What follows belongs to an exercise in optimizing a design on an open flow for small area, a short achievable clock period and few clock cycles per item; a production flow would make more cautious choices.
The RTL was checked by simulation tests, not by an equivalence proof against the original design.

### flow/run.sh
#!/bin/bash
# synth_recipe.tcl (not shown) runs the flow's synth.tcl, then flattens the netlist and writes it again
# the make line also repeats each setting of config.mk as NAME=value (left out here)
make -C /OpenROAD-flow-scripts/flow DESIGN_CONFIG=/design/flow/config.mk WORK_HOME=/design/flow/orfs CLKGATE_MAP_FILE= SYNTH_SCRIPT=/design/flow/synth_recipe.tcl finish
### flow/config.mk
export PLATFORM = sky130hd
export DESIGN_NAME = ncq_dither
export DESIGN_NICKNAME = ncq_dither
export VERILOG_FILES = /design/flow/design.v
export SDC_FILE = /design/flow/constraint.sdc
export NUM_CORES = 4
export LEC_CHECK = 0
export CAP_MARGIN = 20
export CORE_MARGIN = 2
export CORE_UTILIZATION = 40
export PLACE_DENSITY = 0.6
export SLEW_MARGIN = 20
### flow/constraint.sdc
create_clock -name core_clock -period 21.0 [get_ports {clk}]
set_input_delay 4.2000 -clock core_clock [delete_from_list [all_inputs] [get_ports {clk}]]
set_output_delay 4.2000 -clock core_clock [all_outputs]
set_load 0.01 [all_outputs]
### flow/design.v
module ncq_dither #(
    parameter MAXW = 32
) (
    input  wire        clk,
    input  wire        rst,           
    input  wire        start,
    output wire        busy,
    input  wire [1:0]  kind,          
    input  wire [7:0]  strength,      
    input  wire        has_t,         
    input  wire [15:0] img_w,
    input  wire [15:0] img_h,
    input  wire [31:0] nseed,
    input  wire        in_valid,
    output wire        in_ready,
    input  wire [31:0] in_pixel,
    output wire        out_valid,
    input  wire        out_ready,
    output wire [31:0] out_pixel,
    output wire [14:0] lut_addr,
    input  wire [7:0]  lut_data,
    output wire [7:0]  pal_addr,
    input  wire [31:0] pal_data
);
    localparam K_SOLID = 2'd0;
    localparam K_DEF   = 2'd1;
    localparam K_HVY   = 2'd2;
    localparam K_NSY   = 2'd3;
    localparam S_IDLE  = 4'd0;
    localparam S_ZERO  = 4'd1;
    localparam S_ROW   = 4'd2;
    localparam S_ROT   = 4'd3;
    localparam S_RD    = 4'd4;
    localparam S_LOOK  = 4'd5;
    localparam S_LUT   = 4'd6;
    localparam S_PAL   = 4'd7;
    localparam S_OUT   = 4'd8;
    localparam S_NOISE = 4'd9;
    localparam S_TAP   = 4'd10;
    reg [1:0]  k_q;
    reg [7:0]  str_q;
    reg        hast_q;
    reg [15:0] w_q;
    reg [15:0] h_q;
    reg [3:0]  state;
    reg [15:0] px;
    reg [15:0] py;
    reg [15:0] cidx;           
    reg [2:0]  tap;
    reg [31:0] nstate;
    reg [31:0] p_q;            
    reg        tr_q;           
    reg [31:0] u_q;            
    reg [8:0]  m0, m1, m2, m3;
    reg [47:0] cur [0:MAXW-1];
    reg [47:0] nxt [0:MAXW-1];
    assign busy      = (state != S_IDLE);
    assign in_ready  = (state == S_RD);
    assign out_valid = (state == S_OUT);
    assign out_pixel = u_q;
    function [7:0] work8;
        input [7:0] v;
        work8 = {v[7:3], v[7:5]};
    endfunction
    function [7:0] add_err;
        input [7:0]  w;
        input [15:0] cv;
        reg signed [16:0] rc;
        reg signed [11:0] s;
        begin
            rc = $signed({cv[15], cv}) + 17'sd32;
            s  = $signed({4'b0000, w}) + $signed(rc[16:6]);
            if (s < 0)
                add_err = 8'd0;
            else if (s > 255)
                add_err = 8'd255;
            else
                add_err = s[7:0];
        end
    endfunction
    function [31:0] xs32;
        input [31:0] t;
        reg [31:0] a;
        begin
            a = t ^ (t << 13);
            a = a ^ (a >> 17);
            xs32 = a ^ (a << 5);
        end
    endfunction
    function [15:0] sat_add;
        input [15:0] cv;
        input signed [31:0] con;
        reg signed [31:0] s;
        begin
            s = $signed({{16{cv[15]}}, cv}) + con;
            if (s > 32767)
                sat_add = 16'h7FFF;
            else if (s < -32768)
                sat_add = 16'h8000;
            else
                sat_add = s[15:0];
        end
    endfunction
    wire [7:0] wr = work8(p_q[31:24]);
    wire [7:0] wg = work8(p_q[23:16]);
    wire [7:0] wb = work8(p_q[15:8]);
    wire [47:0] cur_x = cur[px[4:0]];
    wire [7:0]  ar = (k_q == K_SOLID) ? wr : add_err(wr, cur_x[47:32]);
    wire [7:0]  ag = (k_q == K_SOLID) ? wg : add_err(wg, cur_x[31:16]);
    wire [7:0]  ab = (k_q == K_SOLID) ? wb : add_err(wb, cur_x[15:0]);
    assign lut_addr = (state == S_LOOK) ? {ar[7:3], ag[7:3], ab[7:3]} : 15'd0;
    assign pal_addr = (state == S_LUT && !tr_q) ? lut_data : 8'd0;
    wire in_transp = ~in_pixel[7] & hast_q;
    wire signed [9:0] dr = $signed({2'b00, wr}) - $signed({2'b00, u_q[31:24]});
    wire signed [9:0] dg = $signed({2'b00, wg}) - $signed({2'b00, u_q[23:16]});
    wire signed [9:0] db = $signed({2'b00, wb}) - $signed({2'b00, u_q[15:8]});
    wire [31:0] d1 = xs32(nstate + {wr, wg, wb, 8'h00});
    wire [31:0] d2 = xs32(d1 + 32'h9E3779B9);
    reg signed [2:0] t_dx;
    reg              t_dy;
    reg [3:0]        t_k;
    reg [2:0]        n_taps;
    always @(*) begin
        t_dx = 3'sd0; t_dy = 1'b0; t_k = 4'd0;
        case (k_q)
            K_DEF: begin
                n_taps = 3'd3;
                case (tap)
                    3'd0: begin t_dx =  3'sd1; t_dy = 1'b0; t_k = 4'd8; end
                    3'd1: begin t_dx = -3'sd1; t_dy = 1'b1; t_k = 4'd4; end
                    default: begin t_dx = 3'sd0; t_dy = 1'b1; t_k = 4'd4; end
                endcase
            end
            K_HVY: begin
                n_taps = 3'd7;
                case (tap)
                    3'd0: begin t_dx =  3'sd1; t_dy = 1'b0; t_k = 4'd4; end
                    3'd1: begin t_dx =  3'sd2; t_dy = 1'b0; t_k = 4'd2; end
                    3'd2: begin t_dx = -3'sd2; t_dy = 1'b1; t_k = 4'd1; end
                    3'd3: begin t_dx = -3'sd1; t_dy = 1'b1; t_k = 4'd2; end
                    3'd4: begin t_dx =  3'sd0; t_dy = 1'b1; t_k = 4'd4; end
                    3'd5: begin t_dx =  3'sd1; t_dy = 1'b1; t_k = 4'd2; end
                    default: begin t_dx = 3'sd2; t_dy = 1'b1; t_k = 4'd1; end
                endcase
            end
            default: begin
                n_taps = 3'd4;
                case (tap)
                    3'd0: begin t_dx =  3'sd1; t_dy = 1'b0; t_k = 4'd7; end
                    3'd1: begin t_dx = -3'sd1; t_dy = 1'b1; t_k = 4'd3; end
                    3'd2: begin t_dx =  3'sd0; t_dy = 1'b1; t_k = 4'd5; end
                    default: begin t_dx = 3'sd1; t_dy = 1'b1; t_k = 4'd1; end
                endcase
            end
        endcase
    end
    reg [8:0] t_m;
    always @(*) begin
        case (tap[1:0])
            2'd0: t_m = m0;
            2'd1: t_m = m1;
            2'd2: t_m = m2;
            default: t_m = m3;
        endcase
    end
    wire signed [17:0] tx = $signed({2'b00, px}) + t_dx;
    wire tap_in = (tx >= 0) && (tx < $signed({2'b00, w_q})) &&
                  (!t_dy || ({1'b0, py} + 17'd1 < {1'b0, h_q}));
    wire [4:0] tcell = tx[4:0];
    wire signed [31:0] sk = $signed({1'b0, str_q}) * $signed({1'b0, t_k});
    wire signed [31:0] pr_r = dr * sk;
    wire signed [31:0] pr_g = dg * sk;
    wire signed [31:0] pr_b = db * sk;
    wire signed [31:0] nm_r = pr_r * $signed({1'b0, t_m});
    wire signed [31:0] nm_g = pr_g * $signed({1'b0, t_m});
    wire signed [31:0] nm_b = pr_b * $signed({1'b0, t_m});
    wire signed [31:0] con_r = (k_q == K_NSY) ? (nm_r >>> 12) : (pr_r >>> 4);
    wire signed [31:0] con_g = (k_q == K_NSY) ? (nm_g >>> 12) : (pr_g >>> 4);
    wire signed [31:0] con_b = (k_q == K_NSY) ? (nm_b >>> 12) : (pr_b >>> 4);
    wire [47:0] tcell_old = t_dy ? nxt[tcell] : cur[tcell];
    wire [47:0] tcell_new = {sat_add(tcell_old[47:32], con_r),
                             sat_add(tcell_old[31:16], con_g),
                             sat_add(tcell_old[15:0],  con_b)};
    wire last_px  = (px == w_q - 16'd1);
    wire last_tap = (tap == n_taps - 3'd1);
    always @(posedge clk) begin
        if (rst) begin
            state <= S_IDLE;
        end else begin
            case (state)
                S_IDLE: begin
                    if (start) begin
                        k_q    <= kind;
                        str_q  <= strength;
                        hast_q <= has_t;
                        w_q    <= img_w;
                        h_q    <= img_h;
                        nstate <= nseed;
                        cidx   <= 16'd0;
                        py     <= 16'd0;
                        state  <= (kind == K_SOLID || img_w == 16'd0) ? S_ROW : S_ZERO;
                    end
                end
                S_ZERO: begin
                    cur[cidx[4:0]] <= 48'd0;
                    nxt[cidx[4:0]] <= 48'd0;
                    cidx <= cidx + 16'd1;
                    if (cidx == w_q - 16'd1)
                        state <= S_ROW;
                end
                S_ROW: begin
                    cidx <= 16'd0;
                    px   <= 16'd0;
                    if (py == h_q || w_q == 16'd0)
                        state <= S_IDLE;
                    else if (k_q == K_SOLID)
                        state <= S_RD;
                    else
                        state <= S_ROT;
                end
                S_ROT: begin
                    cur[cidx[4:0]] <= nxt[cidx[4:0]];
                    nxt[cidx[4:0]] <= 48'd0;
                    cidx <= cidx + 16'd1;
                    if (cidx == w_q - 16'd1)
                        state <= S_RD;
                end
                S_RD: begin
                    if (in_valid) begin
                        p_q   <= in_pixel;
                        tr_q  <= in_transp;
                        state <= S_LOOK;
                    end
                end
                S_LOOK: state <= S_LUT;      
                S_LUT:  state <= S_PAL;      
                S_PAL: begin
                    u_q   <= pal_data;
                    state <= S_OUT;
                end
                S_OUT: begin
                    if (out_ready) begin
                        tap <= 3'd0;
                        if (tr_q || k_q == K_SOLID) begin
                            px <= px + 16'd1;
                            if (last_px) begin
                                py    <= py + 16'd1;
                                state <= S_ROW;
                            end else
                                state <= S_RD;
                        end else if (k_q == K_NSY)
                            state <= S_NOISE;
                        else
                            state <= S_TAP;
                    end
                end
                S_NOISE: begin
                    m0 <= 9'd256 + {{1{d1[31]}}, d1[31:24]};
                    m1 <= 9'd256 + {{1{d1[23]}}, d1[23:16]};
                    m2 <= 9'd256 + {{1{d2[31]}}, d2[31:24]};
                    m3 <= 9'd256 + {{1{d2[23]}}, d2[23:16]};
                    nstate <= d2;
                    state  <= S_TAP;
                end
                S_TAP: begin
                    if (tap_in) begin
                        if (t_dy)
                            nxt[tcell] <= tcell_new;
                        else
                            cur[tcell] <= tcell_new;
                    end
                    tap <= tap + 3'd1;
                    if (last_tap) begin
                        px <= px + 16'd1;
                        if (last_px) begin
                            py    <= py + 16'd1;
                            state <= S_ROW;
                        end else
                            state <= S_RD;
                    end
                end
                default: state <= S_IDLE;
            endcase
        end
    end
endmodule
==> run summary <==
-- how the worst min path moves through the flow --
stage | startpoint | to | slack [ns] | cells past startpoint
2_1_floorplan | hast_q$_DFFE_PP_ | tr_q$_DFFE_PP_ | 0.51 | 1
3_3_place_gp | cidx[15]$_SDFFCE_PP0P_ | cidx[15]$_SDFFCE_PP0P_ | 0.62 | 2
3_5_place_dp | cidx[15]$_SDFFCE_PP0P_ | cidx[15]$_SDFFCE_PP0P_ | 0.65 | 2
4_1_cts | cidx[15]$_SDFFCE_PP0P_ | cidx[15]$_SDFFCE_PP0P_ | 0.66 | 2
5_1_grt | cidx[6]$_SDFFCE_PP0P_ | cidx[6]$_SDFFCE_PP0P_ | 0.70 | 2
6_report | cidx[15]$_SDFFCE_PP0P_ | cidx[15]$_SDFFCE_PP0P_ | 0.66 | 2
-- layout make-up --
| type | instances | area share, % |
|---|---|---|
| flip-flops and latches | 3296 | 46.09 |
| multi-input cells | 6921 | 40.22 |
| clock buffers | 421 | 4.326 |
| well taps | 6247 | 3.644 |
| repair buffers | 645 | 2.750 |
| inverters | 1014 | 1.774 |
| clock inverters | 232 | 1.179 |
| diodes | 16 | 0.01866 |
-- per-layer routing --
layer / vias to the layer above / share of wire, % / track usage, % / wire (um)
li1: 46540 / - / - / -
met1: 61930 / 38 / 33.22 / 231800
met2: 6056 / 48 / 40.74 / 290000
met3: 1157 / 9.3 / 4.936 / 56860
met4: 4 / 5.1 / 11.18 / 31240
met5: - / 0.0048 / 0 / 29
-- layout by cell type, fill, tap and decap left out, drive strengths merged, types with 224 or more instances in the layout --
cell type  instances
inv             1026
clkbuf           421
xnor2            321
mux4            1770
ha               603
fa               721
edfxtp          3282
nand2            839
a21oi            224
nor2             587
buf              452
-- registers in the layout, indices dropped and copies added, names as in the netlist, 15 cells and up, named ones only --
| name | flops |
|---|---|
| nxt | 1536 |
| cidx | 16 |
| py | 16 |
| px | 16 |
| nstate | 32 |
| u_q | 32 |
| p_q | 15 |
| h_q | 16 |
| cur | 1536 |
| w_q | 16 |
-- logic make-up after synthesis --
family	count (synthesis)	synth area share [%]
and+or+nand+nor	2152	5.144
DFF	3296	52.00
AOI/OAI and AO/OA	980	3.425
buffers and inverters	1651	3.290
xor gates and xnor gates	553	2.790
adders and majority gates	1324	11.56
muxes	1912	21.78
-- critical path, delay by kind of cell (launching register included) --
family	cells	cell delay, ns
simple gates	9	1.62
buf+inv	13	1.69
xor+xnor	3	0.95
flops	1	0.51
fa+ha+maj	17	7.76
compound gates	26	7.04
-- through the flow --
stage / setup TNS (ns) / utilization (%) / cells / worst slack (ns) / area, um2
after floorplan: 0 / - / 11870 / 2.045 / 190100
after global placement: 0 / 42.72 / 18120 / 0.6882 / 202400
after detailed placement: 0 / 42.73 / 18120 / 0.4376 / 202500
after CTS: 0 / 45.22 / 18770 / 0.3623 / 214300
after global routing: -0.2898 / 45.26 / 18780 / -0.009639 / 214500
final: 0 / 45.27 / 18790 / 1.180 / 214500
-- repair_timing --
action	CTS	global route
endpoints found under the hold margin	0	0
setup endpoints to repair	0	2912
setup buffers	0	1
gates resized for setup	0	11
==> impl_results.html <==
<table>
<tr><th>Metric</th><th>Value</th></tr>
<tr><th colspan="2">Run status</th></tr>
<tr><td>Outcome</td><td>timing/DRC/antenna clean</td></tr>
<tr><th colspan="2">Detailed routing</th></tr>
<tr><td>Detailed-route wire length</td><td>between 600,000 and 700,000 um</td></tr>
<tr><td>Length of the first detailed-routing pass in iterations</td><td>6</td></tr>
<tr><td>Routed via count divided by cell count</td><td>between 6 and 7</td></tr>
<tr><td>WL per Instance</td><td>32.46 um</td></tr>
<tr><td>Drt initial violations</td><td>roughly 14,000</td></tr>
<tr><td>DRC viols</td><td>0</td></tr>
<tr><td>Antenna violation net count after detailed routing</td><td>0</td></tr>
<tr><td>Routed via count</td><td>115,700</td></tr>
<tr><th colspan="2">Clock network</th></tr>
<tr><td>Number of buffers on the longest clock path</td><td>4</td></tr>
<tr><td>Sink Count</td><td>3,296</td></tr>
<tr><td>Clock network latency to the later pin of the worst-skew pair</td><td>1.03 ns</td></tr>
<tr><td>CTS buffer count</td><td>358</td></tr>
<tr><td>Clock slew at reported path FFs</td><td>0.06 ns</td></tr>
<tr><td>Deepest level of the CTS H-tree</td><td>5</td></tr>
<tr><td>CTS hold repair buffers</td><td>0</td></tr>
<tr><td>TritonCTS clock tree</td><td>built</td></tr>
<tr><td>CTS root buffer</td><td>sky130_fd_sc_hd__clkbuf_16</td></tr>
<tr><th colspan="2">Worst setup path</th></tr>
<tr><td>Worst Setup Start Kind</td><td>register</td></tr>
<tr><td>Critical register-to-register path startpoint</td><td>tap[0]$_SDFFCE_PN0P_</td></tr>
<tr><td>CP startpoint</td><td>tap[0]$_SDFFCE_PN0P_</td></tr>
<tr><td>Worst EP arrival</td><td>20.55 ns</td></tr>
<tr><td>Longest individual stage delay on the worst path</td><td>0.67 ns</td></tr>
<tr><td>Type of the worst setup path</td><td>reg2reg</td></tr>
<tr><td>Worst-case reg-to-reg path depth</td><td>68</td></tr>
<tr><td>Worst setup path end</td><td>cur[8][16]$_DFFE_PP_</td></tr>
<tr><td>Cell with the most instances on the worst path</td><td>sky130_fd_sc_hd__fa_1</td></tr>
<tr><td>Max FO, Critical Path</td><td>32</td></tr>
<tr><td>Kind of end point of the critical path</td><td>register</td></tr>
<tr><td>CP max-delay cell</td><td>sky130_fd_sc_hd__a21oi_1</td></tr>
<tr><td>FF-to-FF End</td><td>cur[8][16]$_DFFE_PP_</td></tr>
<tr><td>Reg2Reg Setup Slack</td><td>roughly 1.2 ns</td></tr>
<tr><td>Data required time at the worst endpoint</td><td>between 20 and 25 ns</td></tr>
<tr><th colspan="2">STA</th></tr>
<tr><td>Fin. max-slew vios</td><td>0</td></tr>
<tr><td>WHS</td><td>roughly 0.66 ns</td></tr>
<tr><td>Count of final setup violators</td><td>0</td></tr>
<tr><td>Worst max-slew margin expressed relative to the limit</td><td>18.96%</td></tr>
<tr><td>Maximum clock rate</td><td>between 50 and 60 MHz</td></tr>
<tr><td>Final count of hold timing violations</td><td>0</td></tr>
<tr><td>Tmin final</td><td>19.82 ns</td></tr>
<tr><td>Period utilization</td><td>around 94%</td></tr>
<tr><td>Transition at the pin with the smallest max-transition slack</td><td>1.207 ns</td></tr>
<tr><td>Clock Skew</td><td>0.1275 ns</td></tr>
<tr><th colspan="2">Floorplanning</th></tr>
<tr><td>Overall die height</td><td>roughly 690 um</td></tr>
<tr><td>Horizontal die dimension</td><td>693.3 um</td></tr>
<tr><td>Initial core utilization</td><td>40.11%</td></tr>
<tr><td>Die Footprint</td><td>480,700 um2</td></tr>
<tr><td>Core Rows</td><td>between 200 and 300</td></tr>
<tr><td>Top-level port count</td><td>210</td></tr>
<tr><td>Core area</td><td>approximately 470,000 um2</td></tr>
<tr><th colspan="2">Logic synthesis</th></tr>
<tr><td>Avg Synthesized Cell Area</td><td>16.01 um2</td></tr>
<tr><td>Synth top area share</td><td>51.86%</td></tr>
<tr><td>FF+latch count, synth</td><td>3,296</td></tr>
<tr><td>Most common flop cell mapped by yosys</td><td>sky130_fd_sc_hd__edfxtp_1</td></tr>
<tr><td>Area contributors post-synth</td><td>sky130_fd_sc_hd__edfxtp_1 (52%), sky130_fd_sc_hd__mux4_2 (21%), sky130_fd_sc_hd__fa_1 (7.6%)</td></tr>
<tr><td>Gate count of the mapped netlist</td><td>11,870</td></tr>
<tr><td>Number of nets in the synthesized netlist</td><td>13,340</td></tr>
<tr><td>Fraction of registers with async set or reset after synthesis</td><td>0%</td></tr>
<tr><td>Library cell with the highest instance count after synthesis</td><td>sky130_fd_sc_hd__edfxtp_1</td></tr>
<tr><td>Largest area contributor in the netlist</td><td>sky130_fd_sc_hd__edfxtp_1</td></tr>
<tr><td>Summed instance area of the synthesized netlist</td><td>190,100 um2</td></tr>
<tr><td>Post-synth cell types</td><td>107</td></tr>
<tr><td>Number of enable-type register cells in the synthesized netlist</td><td>3,282</td></tr>
<tr><td>Yosys warning total</td><td>1</td></tr>
<tr><td>Portion of the post-synthesis area used by sequential elements</td><td>52.00%</td></tr>
<tr><td>Top cells by instance count after synthesis</td><td>sky130_fd_sc_hd__edfxtp_1 (3,282), sky130_fd_sc_hd__mux4_2 (1,770), sky130_fd_sc_hd__inv_1 (1,011), sky130_fd_sc_hd__nand2_1 (839), sky130_fd_sc_hd__fa_1 (721)</td></tr>
<tr><th colspan="2">Flow run</th></tr>
<tr><td>Number of maximum-capacitance violations</td><td>0</td></tr>
<tr><th colspan="2">Place</th></tr>
<tr><td>Global placer's final weighted congestion</td><td>0.8950</td></tr>
<tr><td>Count of input and output buffers</td><td>193</td></tr>
<tr><td>Hpwl dp</td><td>391,500 um</td></tr>
<tr><th colspan="2">Cells and area</th></tr>
<tr><td>Layout area overhead</td><td>12.88%</td></tr>
<tr><td>Area taken by multi-input logic gates</td><td>~86,000 um2</td></tr>
<tr><td>Area of all sequential standard cells</td><td>98,870 um2</td></tr>
<tr><td>Final-layout fill cell count</td><td>40,630</td></tr>
<tr><td>Final layout net count</td><td>13,710</td></tr>
<tr><td>Share of cells above drive strength 1</td><td>between 20% and 30%</td></tr>
<tr><th colspan="2">Hold path</th></tr>
<tr><td>Type of the tightest min-delay check</td><td>reg2reg</td></tr>
<tr><th colspan="2">Global routing</th></tr>
<tr><td>Antenna violations before repair</td><td>25</td></tr>
<tr><td>First-pass GRT wire length</td><td>873,100 um</td></tr>
<tr><td>Number of global-route vias before repair</td><td>119,500</td></tr>
<tr><td>Largest net degree at the start of global routing</td><td>118</td></tr>
<tr><td>Global router's overall resource usage</td><td>25.22%</td></tr>
<tr><td>GRT overflow</td><td>0</td></tr>
</table>
Testbench counts, summed over its fixed seeds: cycles 78,721, pixels 8,192.

==> static timing again, ports no longer ideal <==
No port has a modelled driver above. Below, the same layout with a new extraction and two added sets of constraints. Step 1: set_driving_cell puts a clkbuf_16 on clk and a buf_2 on each other input, an assumption about the parent block. Step 2, shift: input delay + t, output delay - t, t = (earliest + latest rising clock arrival at the registers) / 2. This alone moves slack from input paths to output paths. Slacks: ideal / step 1 / step 2; pairs: ideal / step 1.
shift t [ns]: 1.084
slack for setup (ns): 1.180 / 1.180 / 1.180
worst hold slack (ns): 0.664 / 0.664 / 0.664
worst slew at a driven data input, ns: 0.18
cell pins on the clock port's net: 1
After both steps this run still meets setup and hold. The setup slack of this run moves by 0.000 ns with the drivers and by 0.000 ns with both steps.
